This is an optimization exercise on Yosys and OpenROAD, whose aim is small area, not a production implementation.
In this exercise RTL edits were held to simulation tests only and were not proved equivalent to the original.
No activity file was given, so power comes from the tool's default toggle rates.

[flow/run.sh]
#!/bin/bash
# synth_recipe.tcl (not shown) runs the flow's synth.tcl, then flattens the netlist and writes it again
# the make line also repeats each setting of config.mk as NAME=value (left out here)
make -C /OpenROAD-flow-scripts/flow DESIGN_CONFIG=/design/flow/config.mk WORK_HOME=/design/flow/orfs CLKGATE_MAP_FILE= SYNTH_SCRIPT=/design/flow/synth_recipe.tcl finish
[flow/config.mk]
export PLATFORM = sky130hd
export DESIGN_NAME = ow_master
export DESIGN_NICKNAME = ow_master
export VERILOG_FILES = /design/flow/design.v
export SDC_FILE = /design/flow/constraint.sdc
export NUM_CORES = 4
export LEC_CHECK = 0
export CAP_MARGIN = 20
export CORE_MARGIN = 2
export CORE_UTILIZATION = 40
export SLEW_MARGIN = 20
[flow/constraint.sdc]
create_clock -name core_clock -period 10.0 [get_ports {clk}]
set_input_delay 2.0000 -clock core_clock [delete_from_list [all_inputs] [get_ports {clk}]]
set_output_delay 2.0000 -clock core_clock [all_outputs]
set_load 0.01 [all_outputs]
[flow/design.v]
module ow_slot (
    input  wire       clk,
    input  wire       rst,
    input  wire       start,
    input  wire [1:0] op,         
    input  wire       wbit,       
    input  wire [1:0] pin,
    output reg        done,       
    output reg        rbit,       
    output reg        ev_valid,
    input  wire       ev_ready,
    output reg  [2:0] ev_kind,
    output wire [1:0] ev_pin,
    output reg  [8:0] ev_arg,
    input  wire       smp_level
);
    localparam OP_RST = 2'd0, OP_RD = 2'd1;   
    localparam EV_LOW = 3'd1, EV_REL = 3'd2, EV_SMP = 3'd3, EV_WAIT = 3'd4;
    localparam [8:0] RST_LOW  = 9'd480;
    localparam [8:0] RST_HIGH = 9'd480;
    localparam [5:0] PRES_POLLS = 6'd48;
    localparam [8:0] PRES_INT = 9'd5;
    localparam [8:0] W1_LOW = 9'd6,  W1_REL = 9'd64;
    localparam [8:0] W0_LOW = 9'd60, W0_REL = 9'd10;
    localparam [8:0] R_LOW  = 9'd6,  R_WAIT = 9'd9, R_IDLE = 9'd55;
    localparam S_IDLE  = 4'd0,
               S_LOW   = 4'd1,
               S_WLOW  = 4'd2,
               S_REL   = 4'd3,
               S_WREL  = 4'd4,
               S_SMP   = 4'd5,
               S_WIDLE = 4'd6,
               S_PWAIT = 4'd7,
               S_PSMP  = 4'd8,
               S_PAD   = 4'd9,
               S_DONE  = 4'd10;
    reg [3:0] state;
    reg [1:0] op_r;
    reg       wbit_r;
    reg [1:0] pin_r;
    reg [5:0] polls;
    reg       present;
    assign ev_pin = pin_r;
    wire fire = ev_valid && ev_ready;
    always @(*) begin
        ev_valid = 1'b1;
        ev_kind  = EV_WAIT;
        ev_arg   = 9'd0;
        case (state)
            S_LOW:   ev_kind = EV_LOW;
            S_WLOW: begin
                case (op_r)
                    OP_RST:  ev_arg = RST_LOW;
                    OP_RD:   ev_arg = R_LOW;
                    default: ev_arg = wbit_r ? W1_LOW : W0_LOW;
                endcase
            end
            S_REL:   ev_kind = EV_REL;
            S_WREL:  ev_arg = (op_r == OP_RD) ? R_WAIT : (wbit_r ? W1_REL : W0_REL);
            S_SMP:   ev_kind = EV_SMP;
            S_WIDLE: ev_arg = R_IDLE;
            S_PWAIT: ev_arg = PRES_INT;
            S_PSMP:  ev_kind = EV_SMP;
            S_PAD:   ev_arg = RST_HIGH - polls * PRES_INT;
            default: ev_valid = 1'b0;
        endcase
    end
    always @(posedge clk) begin
        if (rst) begin
            state   <= S_IDLE;
            done    <= 1'b0;
            rbit    <= 1'b0;
            op_r    <= 2'd0;
            wbit_r  <= 1'b0;
            pin_r   <= 2'd0;
            polls   <= 6'd0;
            present <= 1'b0;
        end else begin
            done <= 1'b0;
            case (state)
                S_IDLE: begin
                    if (start) begin
                        op_r    <= op;
                        wbit_r  <= wbit;
                        pin_r   <= pin;
                        polls   <= 6'd0;
                        present <= 1'b0;
                        state   <= S_LOW;
                    end
                end
                S_LOW:  if (fire) state <= S_WLOW;
                S_WLOW: if (fire) state <= S_REL;
                S_REL: begin
                    if (fire) state <= (op_r == OP_RST) ? S_PWAIT : S_WREL;
                end
                S_WREL: begin
                    if (fire) state <= (op_r == OP_RD) ? S_SMP : S_DONE;
                end
                S_SMP: begin
                    if (fire) begin
                        rbit  <= smp_level;
                        state <= S_WIDLE;
                    end
                end
                S_WIDLE: if (fire) state <= S_DONE;
                S_PWAIT: if (fire) state <= S_PSMP;
                S_PSMP: begin
                    if (fire) begin
                        polls <= polls + 6'd1;
                        if (!smp_level) begin
                            present <= 1'b1;
                            state   <= S_PAD;
                        end else if (polls + 6'd1 == PRES_POLLS) begin
                            state   <= S_PAD;
                        end else begin
                            state   <= S_PWAIT;
                        end
                    end
                end
                S_PAD: begin
                    if (fire) begin
                        rbit  <= present;
                        state <= S_DONE;
                    end
                end
                S_DONE: begin
                    done  <= 1'b1;
                    state <= S_IDLE;
                end
                default: state <= S_IDLE;
            endcase
        end
    end
endmodule
module ow_master (
    input  wire        clk,
    input  wire        rst,
    input  wire        cmd_valid,
    output wire        cmd_ready,
    input  wire [31:0] cmd,
    output reg         done,
    output reg  [7:0]  status,
    output reg  [7:0]  result,
    output reg         faulted,
    output reg  [7:0]  fault_reason,
    output wire        ev_valid,
    input  wire        ev_ready,
    output wire [2:0]  ev_kind,
    output wire [1:0]  ev_pin,
    output wire [8:0]  ev_arg,
    input  wire        smp_level,
    output reg  [63:0] prev_rom,
    output reg  [6:0]  last_disc,
    output reg         last_dev,
    output reg  [2:0]  dev_count,
    input  wire [1:0]  dl_idx,
    output wire [63:0] dl_rom,
    output wire [1:0]  dl_pin,
    output reg  [63:0] rx_rom
);
    localparam NUM_PINS = 4;
    localparam MAX_DEV  = 4;
    localparam [7:0] OW_INIT = 8'h20, OW_RESET = 8'h21, OW_READ_BIT = 8'h22,
                     OW_WRITE_BIT = 8'h23, OW_READ = 8'h24, OW_WRITE = 8'h25,
                     OW_CRC8 = 8'h28, OW_MATCH_DEVICE = 8'h2A, OW_READ_ROM = 8'h2B,
                     OW_SEARCH_PASS = 8'h2C, OW_SEARCH = 8'h2D,
                     OW_SEARCH_FAMILY = 8'h2E, OW_FREE = 8'h2F;
    localparam [7:0] READ_ROM = 8'h33, MATCH_ROM = 8'h55,
                     SEARCH_ROM = 8'hF0, ALARM_SEARCH = 8'hEC;
    localparam [7:0] ST_OK = 8'h00, ST_BAD_COMMAND = 8'h02, ST_BAD_CRC = 8'h06,
                     ST_PIN_FLAPPING = 8'h07, ST_NO_DEVICE = 8'h08,
                     ST_ROOT_NOT_EMPTY = 8'h0A, ST_OUT_OF_MEMORY = 8'h0B;
    localparam [7:0] UF_ILLEGAL_OPCODE = 8'h01, UF_RESERVED_FIELD = 8'h02,
                     UF_BAD_PIN = 8'h05, UF_OW_NOT_INIT = 8'h08,
                     UF_BAD_INDEX = 8'h0B;
    localparam EV_CFG = 3'd0;
    localparam T_IDLE  = 4'd0,
               T_CFG   = 4'd1,
               T_RST   = 4'd2,    
               T_WBYTE = 4'd3,    
               T_RBITS = 4'd4,    
               T_WBIT  = 4'd5,    
               T_ID    = 4'd6,    
               T_CMP   = 4'd7,    
               T_DIR   = 4'd8,    
               T_PEND  = 4'd9,    
               T_FILT  = 4'd10,   
               T_FAULT = 4'd11;
    function [7:0] crc8;
        input [7:0] c;
        input [7:0] x;
        integer i;
        reg [7:0] cc;
        reg [7:0] xx;
        reg mix;
        begin
            cc = c;
            xx = x;
            for (i = 0; i < 8; i = i + 1) begin
                mix = cc[0] ^ xx[0];
                cc = cc >> 1;
                if (mix) cc = cc ^ 8'h8C;
                xx = xx >> 1;
            end
            crc8 = cc;
        end
    endfunction
    function [7:0] crc_rom;
        input [63:0] r;
        integer k;
        reg [7:0] c;
        begin
            c = 8'h00;
            for (k = 0; k < 8; k = k + 1)
                c = crc8(c, r[8*k +: 8]);
            crc_rom = c;
        end
    endfunction
    reg [3:0]  state;
    reg        issued;        
    reg [7:0]  op;
    reg [7:0]  opb, opc;
    reg [1:0]  pin;
    reg [3:0]  pin_mode;      
    reg [7:0]  txbyte;
    reg [2:0]  bitcnt;        
    reg [3:0]  bytecnt;       
    reg [6:0]  rcnt;          
    reg [6:0]  nbits;         
    reg [1:0]  midx;          
    reg [63:0] rom_acc;
    reg [6:0]  last_zero;
    reg [6:0]  n;             
    reg        id_bit;
    reg        cmp_bit;
    reg        dir_bit;
    reg        dir_conflict;
    reg [2:0]  fi, fj;        
    wire [5:0] nm1 = n[5:0] - 6'd1;    
    reg [63:0] dl_rom_m [0:MAX_DEV-1];
    reg [1:0]  dl_pin_m [0:MAX_DEV-1];
    assign dl_rom = dl_rom_m[dl_idx];
    assign dl_pin = dl_pin_m[dl_idx];
    assign cmd_ready = (state == T_IDLE) && !faulted;
    wire [7:0] c_op = cmd[31:24];
    wire [7:0] c_a  = cmd[23:16];
    wire [7:0] c_b  = cmd[15:8];
    wire [7:0] c_c  = cmd[7:0];
    reg        c_legal;
    reg        c_reserved;
    reg        c_haspin;
    always @(*) begin
        c_legal    = 1'b1;
        c_reserved = 1'b0;
        c_haspin   = 1'b1;
        case (c_op)
            OW_INIT, OW_RESET, OW_READ_BIT, OW_READ, OW_READ_ROM:
                c_reserved = (cmd[15:0] != 16'd0);
            OW_WRITE_BIT:
                c_reserved = (cmd[15:9] != 7'd0) || (c_c != 8'd0);
            OW_WRITE, OW_SEARCH:
                c_reserved = (c_c != 8'd0);
            OW_CRC8: begin
                c_reserved = (c_c != 8'd0);
                c_haspin   = 1'b0;
            end
            OW_MATCH_DEVICE: begin
                c_reserved = (cmd[15:0] != 16'd0);
                c_haspin   = 1'b0;
            end
            OW_SEARCH_PASS:
                c_reserved = (c_c[7:1] != 7'd0);
            OW_SEARCH_FAMILY:
                c_reserved = 1'b0;
            OW_FREE: begin
                c_reserved = (cmd[23:0] != 24'd0);
                c_haspin   = 1'b0;
            end
            default: begin
                c_legal  = 1'b0;
                c_haspin = 1'b0;
            end
        endcase
    end
    wire c_badpin   = c_haspin && (c_a >= NUM_PINS);
    wire c_notinit  = c_haspin && (c_op != OW_INIT) && !pin_mode[c_a[1:0]];
    wire c_badidx   = ({5'd0, dev_count} <= c_a);
    wire c_recinit  = pin_mode[dl_pin_m[c_a[1:0]]];
    wire c_badcmd   = (c_b != SEARCH_ROM) && (c_b != ALARM_SEARCH);
    reg        slot_start;
    reg [1:0]  slot_op;
    reg        slot_wbit;
    wire       slot_done;
    wire       slot_rbit;
    wire       s_ev_valid;
    wire [2:0] s_ev_kind;
    wire [1:0] s_ev_pin;
    wire [8:0] s_ev_arg;
    always @(*) begin
        slot_start = 1'b0;
        slot_op    = 2'd0;
        slot_wbit  = 1'b0;
        case (state)
            T_RST:   begin slot_start = !issued; slot_op = 2'd0; end
            T_WBYTE: begin slot_start = !issued; slot_op = 2'd2; slot_wbit = txbyte[bitcnt]; end
            T_RBITS: begin slot_start = !issued; slot_op = 2'd1; end
            T_WBIT:  begin slot_start = !issued; slot_op = 2'd2; slot_wbit = opb[0]; end
            T_ID:    begin slot_start = !issued; slot_op = 2'd1; end
            T_CMP:   begin slot_start = !issued; slot_op = 2'd1; end
            T_DIR:   begin slot_start = !issued; slot_op = 2'd2; slot_wbit = dir_bit; end
            default: ;
        endcase
    end
    ow_slot u_slot (
        .clk       (clk),
        .rst       (rst),
        .start     (slot_start),
        .op        (slot_op),
        .wbit      (slot_wbit),
        .pin       (pin),
        .done      (slot_done),
        .rbit      (slot_rbit),
        .ev_valid  (s_ev_valid),
        .ev_ready  (ev_ready),
        .ev_kind   (s_ev_kind),
        .ev_pin    (s_ev_pin),
        .ev_arg    (s_ev_arg),
        .smp_level (smp_level)
    );
    assign ev_valid = (state == T_CFG) ? 1'b1   : s_ev_valid;
    assign ev_kind  = (state == T_CFG) ? EV_CFG : s_ev_kind;
    assign ev_pin   = (state == T_CFG) ? pin    : s_ev_pin;
    assign ev_arg   = (state == T_CFG) ? 9'd1   : s_ev_arg;
    always @(*) begin
        dir_conflict = 1'b0;
        if (id_bit != cmp_bit) begin
            dir_bit = id_bit;
        end else begin
            dir_conflict = 1'b1;
            if (n < last_disc)
                dir_bit = prev_rom[nm1];
            else if (n == last_disc)
                dir_bit = 1'b1;
            else
                dir_bit = 1'b0;
        end
    end
    wire is_list_search = (op == OW_SEARCH) || (op == OW_SEARCH_FAMILY);
    always @(posedge clk) begin
        if (rst) begin
            state        <= T_IDLE;
            issued       <= 1'b0;
            done         <= 1'b0;
            status       <= ST_OK;
            result       <= 8'd0;
            faulted      <= 1'b0;
            fault_reason <= 8'd0;
            op           <= 8'd0;
            opb          <= 8'd0;
            opc          <= 8'd0;
            pin          <= 2'd0;
            pin_mode     <= 4'd0;
            txbyte       <= 8'd0;
            bitcnt       <= 3'd0;
            bytecnt      <= 4'd0;
            rcnt         <= 7'd0;
            nbits        <= 7'd0;
            midx         <= 2'd0;
            rom_acc      <= 64'd0;
            last_zero    <= 7'd0;
            n            <= 7'd0;
            id_bit       <= 1'b0;
            cmp_bit      <= 1'b0;
            fi           <= 3'd0;
            fj           <= 3'd0;
            prev_rom     <= 64'd0;
            last_disc    <= 7'd0;
            last_dev     <= 1'b0;
            dev_count    <= 3'd0;
            rx_rom       <= 64'd0;
        end else begin
            done <= 1'b0;
            if (slot_start)
                issued <= 1'b1;
            if (slot_done)
                issued <= 1'b0;
            case (state)
            T_IDLE: begin
                if (cmd_valid && !faulted) begin
                    op  <= c_op;
                    opb <= c_b;
                    opc <= c_c;
                    pin <= c_a[1:0];
                    if (!c_legal) begin
                        fault_reason <= UF_ILLEGAL_OPCODE;
                        faulted      <= 1'b1;
                        state        <= T_FAULT;
                    end else if (c_reserved) begin
                        fault_reason <= UF_RESERVED_FIELD;
                        faulted      <= 1'b1;
                        state        <= T_FAULT;
                    end else if (c_badpin) begin
                        fault_reason <= UF_BAD_PIN;
                        faulted      <= 1'b1;
                        state        <= T_FAULT;
                    end else if (c_notinit) begin
                        fault_reason <= UF_OW_NOT_INIT;
                        faulted      <= 1'b1;
                        state        <= T_FAULT;
                    end else begin
                        case (c_op)
                            OW_INIT: state <= T_CFG;
                            OW_RESET: state <= T_RST;
                            OW_READ_BIT: begin
                                rcnt  <= 7'd0;
                                nbits <= 7'd1;
                                state <= T_RBITS;
                            end
                            OW_WRITE_BIT: state <= T_WBIT;
                            OW_READ: begin
                                rcnt   <= 7'd0;
                                nbits  <= 7'd8;
                                result <= 8'd0;
                                state  <= T_RBITS;
                            end
                            OW_WRITE: begin
                                txbyte <= c_b;
                                bitcnt <= 3'd0;
                                state  <= T_WBYTE;
                            end
                            OW_CRC8: begin
                                result <= crc8(c_a, c_b);
                                status <= ST_OK;
                                done   <= 1'b1;
                            end
                            OW_MATCH_DEVICE: begin
                                if (c_badidx) begin
                                    fault_reason <= UF_BAD_INDEX;
                                    faulted      <= 1'b1;
                                    state        <= T_FAULT;
                                end else if (!c_recinit) begin
                                    fault_reason <= UF_OW_NOT_INIT;
                                    faulted      <= 1'b1;
                                    state        <= T_FAULT;
                                end else begin
                                    midx    <= c_a[1:0];
                                    pin     <= dl_pin_m[c_a[1:0]];
                                    txbyte  <= MATCH_ROM;
                                    bitcnt  <= 3'd0;
                                    bytecnt <= 4'd0;
                                    state   <= T_WBYTE;
                                end
                            end
                            OW_READ_ROM: begin
                                txbyte <= READ_ROM;
                                bitcnt <= 3'd0;
                                state  <= T_WBYTE;
                            end
                            OW_SEARCH_PASS, OW_SEARCH, OW_SEARCH_FAMILY: begin
                                if (c_badcmd) begin
                                    status <= ST_BAD_COMMAND;
                                    done   <= 1'b1;
                                end else if (c_op != OW_SEARCH_PASS && dev_count != 3'd0) begin
                                    status <= ST_ROOT_NOT_EMPTY;
                                    done   <= 1'b1;
                                end else begin
                                    if (c_op != OW_SEARCH_PASS || c_c[0]) begin
                                        prev_rom  <= 64'd0;
                                        last_disc <= 7'd0;
                                        last_dev  <= 1'b0;
                                    end
                                    state <= T_RST;
                                end
                            end
                            OW_FREE: begin
                                dev_count <= 3'd0;
                                status    <= ST_OK;
                                done      <= 1'b1;
                            end
                            default: ;
                        endcase
                    end
                end
            end
            T_CFG: begin
                if (ev_ready) begin
                    pin_mode[pin] <= 1'b1;
                    status        <= ST_OK;
                    done          <= 1'b1;
                    state         <= T_IDLE;
                end
            end
            T_RST: begin
                if (slot_done) begin
                    if (op == OW_RESET) begin
                        result <= {7'd0, slot_rbit};
                        status <= ST_OK;
                        done   <= 1'b1;
                        state  <= T_IDLE;
                    end else if (!slot_rbit) begin
                        if (is_list_search)
                            dev_count <= 3'd0;
                        status <= ST_NO_DEVICE;
                        done   <= 1'b1;
                        state  <= T_IDLE;
                    end else begin
                        txbyte <= opb;
                        bitcnt <= 3'd0;
                        state  <= T_WBYTE;
                    end
                end
            end
            T_WBYTE: begin
                if (slot_done) begin
                    bitcnt <= bitcnt + 3'd1;
                    if (bitcnt == 3'd7) begin
                        case (op)
                            OW_WRITE: begin
                                status <= ST_OK;
                                done   <= 1'b1;
                                state  <= T_IDLE;
                            end
                            OW_MATCH_DEVICE: begin
                                bytecnt <= bytecnt + 4'd1;
                                if (bytecnt == 4'd8) begin
                                    status <= ST_OK;
                                    done   <= 1'b1;
                                    state  <= T_IDLE;
                                end else begin
                                    txbyte <= dl_rom_m[midx][8*bytecnt[2:0] +: 8];
                                end
                            end
                            OW_READ_ROM: begin
                                rcnt  <= 7'd0;
                                nbits <= 7'd64;
                                state <= T_RBITS;
                            end
                            default: begin
                                rom_acc   <= 64'd0;
                                last_zero <= 7'd0;
                                n         <= 7'd1;
                                state     <= T_ID;
                            end
                        endcase
                    end
                end
            end
            T_RBITS: begin
                if (slot_done) begin
                    rcnt <= rcnt + 7'd1;
                    case (op)
                        OW_READ_BIT: result <= {7'd0, slot_rbit};
                        OW_READ:     result[rcnt[2:0]] <= slot_rbit;
                        default:     rx_rom[rcnt[5:0]] <= slot_rbit;
                    endcase
                    if (rcnt + 7'd1 == nbits) begin
                        if (op == OW_READ_ROM) begin
                            state <= T_PEND;
                        end else begin
                            status <= ST_OK;
                            done   <= 1'b1;
                            state  <= T_IDLE;
                        end
                    end
                end
            end
            T_WBIT: begin
                if (slot_done) begin
                    status <= ST_OK;
                    done   <= 1'b1;
                    state  <= T_IDLE;
                end
            end
            T_ID: begin
                if (slot_done) begin
                    id_bit <= slot_rbit;
                    state  <= T_CMP;
                end
            end
            T_CMP: begin
                if (slot_done) begin
                    cmp_bit <= slot_rbit;
                    if (id_bit && slot_rbit) begin
                        if (is_list_search)
                            dev_count <= 3'd0;
                        status <= ST_NO_DEVICE;
                        done   <= 1'b1;
                        state  <= T_IDLE;
                    end else begin
                        state <= T_DIR;
                    end
                end
            end
            T_DIR: begin
                if (slot_start) begin
                    rom_acc[nm1] <= dir_bit;
                    if (dir_conflict && !dir_bit)
                        last_zero <= n;
                end
                if (slot_done) begin
                    n <= n + 7'd1;
                    if (n == 7'd64)
                        state <= T_PEND;
                    else
                        state <= T_ID;
                end
            end
            T_PEND: begin
                state <= T_IDLE;
                done  <= 1'b1;
                if (op == OW_READ_ROM) begin
                    status <= (crc_rom(rx_rom) != 8'h00) ? ST_BAD_CRC : ST_OK;
                end else if (rom_acc == 64'd0) begin
                    if (is_list_search)
                        dev_count <= 3'd0;
                    status <= ST_PIN_FLAPPING;
                end else if (crc_rom(rom_acc) != 8'h00) begin
                    if (is_list_search)
                        dev_count <= 3'd0;
                    status <= ST_BAD_CRC;
                end else begin
                    prev_rom  <= rom_acc;
                    last_disc <= last_zero;
                    last_dev  <= (last_zero == 7'd0);
                    if (op == OW_SEARCH_PASS) begin
                        status <= ST_OK;
                    end else if (dev_count == MAX_DEV) begin
                        dev_count <= 3'd0;
                        status    <= ST_OUT_OF_MEMORY;
                    end else begin
                        dl_rom_m[dev_count[1:0]] <= rom_acc;
                        dl_pin_m[dev_count[1:0]] <= pin;
                        dev_count <= dev_count + 3'd1;
                        if (last_zero != 7'd0) begin
                            done  <= 1'b0;
                            state <= T_RST;
                        end else if (op == OW_SEARCH) begin
                            result <= {5'd0, dev_count + 3'd1};
                            status <= ST_OK;
                        end else begin
                            done  <= 1'b0;
                            fi    <= 3'd0;
                            fj    <= 3'd0;
                            state <= T_FILT;
                        end
                    end
                end
            end
            T_FILT: begin
                if (fi < dev_count) begin
                    if (dl_rom_m[fi[1:0]][7:0] == opc) begin
                        dl_rom_m[fj[1:0]] <= dl_rom_m[fi[1:0]];
                        dl_pin_m[fj[1:0]] <= dl_pin_m[fi[1:0]];
                        fj <= fj + 3'd1;
                    end
                    fi <= fi + 3'd1;
                end else begin
                    dev_count <= fj;
                    done      <= 1'b1;
                    state     <= T_IDLE;
                    if (fj == 3'd0) begin
                        status <= ST_NO_DEVICE;
                    end else begin
                        result <= {5'd0, fj};
                        status <= ST_OK;
                    end
                end
            end
            T_FAULT: ;
            default: state <= T_IDLE;
            endcase
        end
    end
endmodule
==> notes.md <==
## Yosys cell counts (7+ instances only)
cell type | number | area [sq um]
or3_1 | 16 | 100
dfxtp_1 | 327 | 6550
inv_1 | 58 | 218
o22ai_1 | 10 | 62.6
nor2_1 | 211 | 792
nor3_1 | 48 | 240
mux2i_1 | 33 | 330
xnor3_2 | 7 | 166
mux4_2 | 237 | 5340
nand2_1 | 568 | 2130
a21oi_1 | 374 | 1870
a211oi_1 | 18 | 135
edfxtp_1 | 264 | 7930
nand2b_1 | 23 | 144
buf_1 | 30 | 113
and3_1 | 17 | 106
mux2_2 | 7 | 78.8
o21ai_0 | 177 | 886
buf_2 | 7 | 35.0
clkbuf_1 | 179 | 672
o211ai_1 | 8 | 60.1
nand3b_1 | 8 | 60.1
a21boi_0 | 8 | 60.1
and2_1 | 14 | 87.6
nor4_1 | 31 | 194
xnor3_1 | 81 | 1820
xnor2_1 | 164 | 1440
a311oi_1 | 8 | 70.1
a22oi_1 | 15 | 113
a31oi_1 | 11 | 68.8
nand4_1 | 86 | 538
nor2b_1 | 13 | 81.3
xor2_1 | 67 | 587
xor3_1 | 13 | 309
ha_1 | 49 | 613
nand3_1 | 59 | 295
buf_4 | 18 | 135
## worst max path at each step
| stage | from | to | slack [ps] | cells past startpoint |
|---|---|---|---|---|
| 2_1_floorplan | rom_acc[0] | dl_pin_m[0][0] | -660 | 16 |
| 3_3_place_gp | rom_acc[0] | dl_rom_m[1][37] | 2490 | 18 |
| 3_5_place_dp | rom_acc[0] | dl_rom_m[1][21] | 2390 | 18 |
| 4_1_cts | rom_acc[0] | dl_rom_m[1][44] | 2400 | 18 |
| 5_1_grt | rom_acc[0] | dl_rom_m[1][44] | 2010 | 18 |
| 6_report | rom_acc[0] | dl_rom_m[1][44] | 2350 | 18 |
## report_power, final
group	switching (W)	internal, W	total [W]	leakage (nW)
clock	0.00109	0.00161	0.00270	1.21
sequential	0.000124	0.00258	0.00271	5.09
combinational	0.000744	0.000415	0.00116	8.38
total	0.00196	0.00461	0.00657	14.7
## tightest hold or removal path: stages (launching register included)
cell and delay (ps):
dfxtp_1 310, nand2_1 50, a21oi_1 50
## routing by layer
metal | up-vias | part of all wire (%) | track usage [%]
met4 | 8 | 3.6 | 8.63
met3 | 236 | 8.7 | 4.78
met2 | 1407 | 47 | 41.2
li1 | 12800 | - | -
met5 | - | 0.040 | 0
met1 | 14100 | 41 | 35.7
## cells by family after synthesis
family,Yosys count,share of synthesized area (%)
flops,591,40.5
other cells,1,0.0105
buf+inv,298,3.41
xor+xnor,345,12.9
fa+ha+maj,52,1.83
mux,277,16.1
simple gates,1130,14.2
compound gates,703,11.2
## state kept, by name (all words and copies together) (netlist names), 6 cells and up, named ones only
signal and count:
opb 8, n 7, last_disc 7, rx_rom 64
op 8, prev_rom 64, rcnt 7, rom_acc 64
last_zero 7, u_slot.polls 6, txbyte 8, dl_rom_m 256
dl_pin_m 8, result 8, opc 8
## layout make-up
class	count	area [sq um]	area share, %
timing repair buffer	319	3090	7.36
clock buffer	94	1970	4.69
multi-input combinational	2515	20200	48.2
tap	1165	1460	3.47
clock inverter	35	475	1.13
antenna	5	12.5	0.0298
inverter	60	225	0.537
sequential	591	14500	34.5
## per-stage QoR
stage	worst slack (ps)	TNS, ps	utilization [%]	hold WS, ps	instance area, sq um
2_1_floorplan	-665	-87720	-	436	35800
3_3_place_gp	2490	0	44.6	442	39500
3_5_place_dp	2390	0	44.6	447	39500
4_1_cts	2400	0	47.4	454	41900
5_1_grt	2010	0	47.4	479	42000
6_report	2350	0	47.4	457	42000
==> metrics.csv <==
stage,metric,value,unit
grt,initial antenna violation count,8,
drt,WL/cell,25.3,um
sta,final setup vio count,0,
grt,largest net degree at the start of global routing,101,
critical_path,"setup slack, reg-to-reg",2350,ps
yosys,Gate Count Post-Synth,3397,
clock_tree,CTS Hold Bufs,0,
yosys,Synth cell types,92,
placed_design,post-placement cell count,4650,
sta,Least-Margin Pin Slew,1130,ps
drt,DRC Markers,0,
placed_design,hpwl dp,85.3,mm
yosys,"flops & latches, synth",591,
worst_hold_path,Hold/Removal Path Class,reg2reg,
final_layout,"most common cell after layout, fill and taps aside",nand2_1,
critical_path,cell mode on critical path,xnor3_1,
drt,First DRT Iteration DRCs,3296,
flow_run,Max Cap Viol,0,
final_layout,most frequent cells in the layout,"nand2_1 (568), a21oi_1 (372), dfxtp_1 (322), clkdlybuf4s50_1 (274), edfxtp_1 (264)",
floorplan,Initial Utilization,40.4,%
sta,Max Freq,131,MHz
drt,detailed-route via count,28600,
floorplan,core area,88500,sq um
final_layout,Area Overhead vs Synth,17.3,%
clock_tree,number of buffers created by CTS,71,
critical_path,R2R cell count,18,
sta,final count of pins violating max slew,0,
critical_path,Critical Path Start Type,flop,
worst_hold_path,Min-Delay Startpoint,u_slot.pin_r[1],
floorplan,Die Y,303,um
clock_tree,CTS max path bufs,3,
yosys,Synth Area per Inst,10.5,sq um
floorplan,Die Area,91800,sq um
critical_path,crit end category,flop,
worst_hold_path,Min-Delay Endpoint,u_slot.pin_r[1],
grt,vias in the first global route,27000,
critical_path,worst path bufs/invs,3,
placed_design,Port Buffer Count,277,
final_layout,"non-filler cells, final",4784,
drt,Post-DRT Antenna Nets,0,
grt,total gr overflow,0,
yosys,Post-synth top flop,dfxtp_1,
final_layout,Fill cells,8066,
critical_path,WP data arrival,7920,ps
clock_tree,CTS tree,done,
sta,Final Hold Fails,0,
critical_path,CP Max Fanout,37,
floorplan,# IOs,286,
clock_tree,Root Driver,clkbuf_16,
grt,first-pass GRT wire length,180,mm
outcome,status,finished clean,
floorplan,Std-Cell Rows,109,
drt,Vias/cell,5.99,
critical_path,"CP delay by family, top",XOR/XNOR gates,
yosys,asr flop ratio synth,0,%
clock_tree,cts repair resizes,0,
sta,RSZ-0062 raised after global routing,false,
yosys,register area share after synthesis,40.5,%
clock_tree,Post-CTS Setup Bufs,0,
critical_path,CP Cell Sequence,inv_1 -> ha_1 -> xnor2_2 -> xnor3_1 -> xnor3_2 -> xnor3_2 -> xnor3_1 -> xnor3_2 -> xnor3_1 -> xnor3_1 -> or3b_4 -> a2111oi_4 -> nand4b_2 -> or3_4 -> a211o_1 -> o31ai_4 -> buf_4 -> buf_4,
worst_hold_path,Hold Crit Depth,2,
clock_tree,H-tree depth,3,
placed_design,GP Congestion,0.931,
yosys,Post-synth EDFFs,264,
critical_path,CP max-delay cell,a2111oi_4,
pwr,power consumption,0.00657,W
critical_path,crit path kind,reg2reg,
drt,Pre-antenna DRT Iters,6,
pwr,Peak VDD IR,0.117,mV
pwr,Pleak,14.7,nW
drt,Post-Route WL,121,mm
yosys,Mapped Area,35800,sq um
clock_tree,clock sink total,591,
final_layout,Nets,3647,
clock_tree,Clock Latency Late Sink,650,ps
final_layout,share of layout cells above drive strength 1,13.1,%
sta,relative max-transition margin,24.9,%
pwr,PD cells,156,nW/um^2
critical_path,Critical R2R Launch,rom_acc[0],
sta,Tmin final,7650,ps
critical_path,r2r endpoint,dl_rom_m[1][44],
sta,Final period util,76.5,%
sta,Final Skew,67.2,ps
critical_path,data required time at the worst endpoint,10270,ps
clock_tree,clock-pin slew on the worst setup and hold paths,60,ps
critical_path,crit-path max cell delay,600,ps
yosys,yosys warns,2,
grt,total track usage,25.9,%
floorplan,Die Wd,303,um

separate check: timing with driven ports:
Ports are ideal in the flow. The routed layout listed here was re-timed in OpenROAD. Step 1 sets driving cells, clkbuf_16 on the clock port and buf_2 on the other inputs (assumed; they add their load-dependent delay and slew). Step 2 also shifts input and output timing later by t, the mid clock arrival at the registers, as if the neighbouring blocks saw the same clock. Three values: no drivers, after step 1, after step 2; two values: the first two.
t, ns: 0.674
setup slack, ns: 2.345 / 2.345 / 2.345
pins driven straight from the clock port: 1
After both steps setup and hold are still met in this run. For this run, drivers alone change the setup slack by 0.000 ns; drivers and shift together by 0.000 ns.
